What follows belongs to an exercise in optimizing a design on an open flow for a short achievable clock period and few clock cycles; a production flow would make more cautious choices.
The RTL was checked by simulation tests, not by an equivalence proof against the original design.
Power and IR drop assume default switching activity.

// plio_enc
module plio_enc (
    input  wire        clk,
    input  wire        rst,
    input  wire        go,
    input  wire [15:0] win_start,
    input  wire [15:0] win_count,
    input  wire [15:0] src_len,
    input  wire [15:0] dst_len,
    output reg         pm_re,
    output reg  [15:0] pm_addr,
    input  wire [31:0] pm_rdata,
    output reg         lm_we,
    output reg  [15:0] lm_addr,
    output reg  [15:0] lm_wdata,
    output wire        busy,
    output reg         done,
    output reg  [15:0] result,
    output reg  [3:0]  fcode,
    output reg  [31:0] finfo
);
Size in the first run: ~3800 cells after synthesis, about 1100 flip-flops, roughly 49000 µm² of cells after synthesis.
clock: 10.0 ns
lec_check: 0
abc_clock_period_in_ps: 3000
cap_margin: 20
core_margin: 2
core_utilization: 65
slew_margin: 20
standard.sh (not shown) runs the stock make flow with config.mk's settings and CLKGATE_MAP_FILE= SYNTH_SCRIPT=/design/flow/synth_recipe.tcl, a recipe that flattens the netlist after the stock synthesis.
==> flow/flow/run.sh <==
#!/bin/bash
# The standard layout (the standard.sh, unchanged synthesis and steps),
# with timing repair aimed below the clock period: repair_timing works on
# every path with less than 7.5 ns of slack at the design's 10 ns clock.
set -euo pipefail
bash standard.sh SETUP_SLACK_MARGIN=7.5 finish > standard_flow.log 2>&1
Testbench counts at the start, summed over its fixed seeds: cycles 370,595.
Then changed:
--- a/flow/design.v
+++ b/flow/design.v
@@ -49,19 +49,19 @@
     reg [16:0] ck_sum;
     reg [17:0] ck_3n;        
     reg        ck_safe;      
     reg        tb_any;       
     reg        all_cap;      
     reg        lm4_done;     
     reg        ck_zero, ck_src, ck_dst;
     reg [15:0] ck_info;
     wire       chk_end = ck_zero || ck_src || ck_dst;
-    reg [15:0] rd_rem;       
+    reg [15:0] rd_cnt;       
     reg [15:0] na;           
     reg        iss_first, iss_last;     
     reg        r_v, r_first, r_last;    
     reg        R_full, firstR, lastR, nzR, eqR;
     reg [30:0] vR, HR;       
     reg [31:0] HRp;          
     reg [30:0] HRm;          
     reg        HRge;         
     reg        C_full, firstC, lastC, nzC, eqpC, eqhiC;
@@ -176,19 +176,20 @@
     wire ld_byp   = h_free && !q_have && p_pushq;
     wire q_push   = p_pushq && !ld_byp;
     wire q_up = q_push && !ld_fifo;
     wire q_dn = ld_fifo && !q_push;
     wire go_start  = st_idle && go;
     wire chk_fail  = (state == S_CHK3) && chk_end;
     wire fault_end = st_run && (w_vr || w_dst);
     wire ending    = chk_fail || fault_end || (state == S_FIN);
     wire hdr_wr    = st_run && hdr_busy;
-    wire issue     = running && !ending && (rd_rem != 16'd0) && !q_th[QD - 4];
+    wire issue     = running && !ending && (rd_cnt != c_count) && !q_th[QD - 4];
+    wire [15:0] c_cm1 = c_count - 16'd1;
     wire rd_tb     = !pm_rdata[31] && (|pm_rdata[30:27]);
     wire lm4_wr    = st_run && !hdr_busy && !hv && ck_safe && !tb_any && !lm4_done &&
                      (all_cap || (capture && r_last && !rd_tb));
     wire [15:0] d_cnt = nzC ? np2 : nz2;
     wire d_small   = nzC ? np2_sm : nz2_sm;
     wire direct    = fast && st_run && !hdr_busy && !hv && !q_have && lm4_done && !full && d_small;
     always @(*) begin
         state_nx = state;
         case (state)
@@ -227,37 +228,36 @@
             state      <= state_nx;
             st_idle    <= (state_nx == S_IDLE);
             st_run     <= (state_nx == S_RUN);
             st_running <= (state_nx == S_CHK1) || (state_nx == S_CHK2) ||
                           (state_nx == S_CHK3) || (state_nx == S_RUN);
             st_clear   <= (state_nx == S_IDLE) || (state_nx == S_CHK1);
         end
     end
     always @(posedge clk) begin
-        pm_addr <= st_idle ? win_start : na;
+        pm_addr <= st_idle ? win_start : na + 16'd1;
         if (st_idle) begin
             c_start   <= win_start;
             c_count   <= win_count;
             c_src     <= src_len;
             c_dst     <= dst_len;
-            na        <= win_start + 16'd1;
-            rd_rem    <= win_count - 16'd1;
+            na        <= win_start;
+            rd_cnt    <= 16'd1;
             iss_first <= 1'b1;
-            iss_last  <= (win_count == 16'd1);
         end else if (issue) begin
             na        <= na + 16'd1;
-            rd_rem    <= rd_rem - 16'd1;
+            rd_cnt    <= rd_cnt + 16'd1;
             iss_first <= 1'b0;
-            iss_last  <= (rd_rem == 16'd1);
+            iss_last  <= (rd_cnt == c_cm1);
         end
         r_v     <= pm_re;
         r_first <= iss_first;
-        r_last  <= iss_last;
+        r_last  <= iss_first ? (c_count == 16'd1) : iss_last;
         if (state == S_CHK1) begin
             ck_sum  <= {1'b0, c_start} + {1'b0, c_count};
             ck_zero <= (c_count == 16'd0);
             ck_dst  <= (c_dst < 16'd7);
             ck_info <= ((c_start > c_src) ? c_start : c_src);
             ck_3n   <= {2'd0, c_count} + {1'd0, c_count, 1'b0};
         end
         if (state == S_CHK2) begin
             ck_src  <= ck_sum > {1'b0, c_src};
What happened:
- The changed run passed the timing, DRC and antenna checks
- sequential share of layout area goes up by 0.36 points
- hold slack gets better by 85 ps
- final area shrinks slightly
- core utilization falls by 1.3 points
- sequential power went down slightly
- register-to-register slack got worse by 90 ps
- clock-buffer cell count grows by 1
- via count is higher by a few percent
- die area goes up slightly
- routed wire length is higher by a few percent
- total power shrinks by a few percent
- fmax is higher by a few percent
- clock power went down slightly
- area after synthesis came out higher slightly
Testbench counts after the change, summed over its fixed seeds: cycles 370,595.

==> what the ideal ports hide <==
No port has a modelled driver above. Below, the same layouts with a new extraction and two added sets of constraints. Step 1, drivers: a clkbuf_16 drives clk and a buf_2 each remaining input, both assumed. Step 2 also shifts input and output timing later by t, the mid clock arrival at the registers, as if the neighbouring blocks saw the same clock. Slacks: ideal ports / drivers / drivers and shift; pairs: ideal ports / drivers.
run | t, ns | setup WS [ns] | hold slack, ns | latest minus earliest clock arrival (ns) | slew at the worst register clock pin (ns)
the first run | 0.736 | 6.701 / 6.731 / 5.994 | 0.348 / 0.348 / 0.348 | 0.029 / 0.029 | 0.07 / 0.07
the second run | 0.744 | 6.854 / 6.785 / 6.696 | 0.433 / 0.433 / 0.433 | 0.028 / 0.029 | 0.07 / 0.07
After both steps setup and hold are still met in every run listed. The setup slack of the first run, which loses most, moves by +0.030 ns with the drivers and by -0.707 ns with both steps.
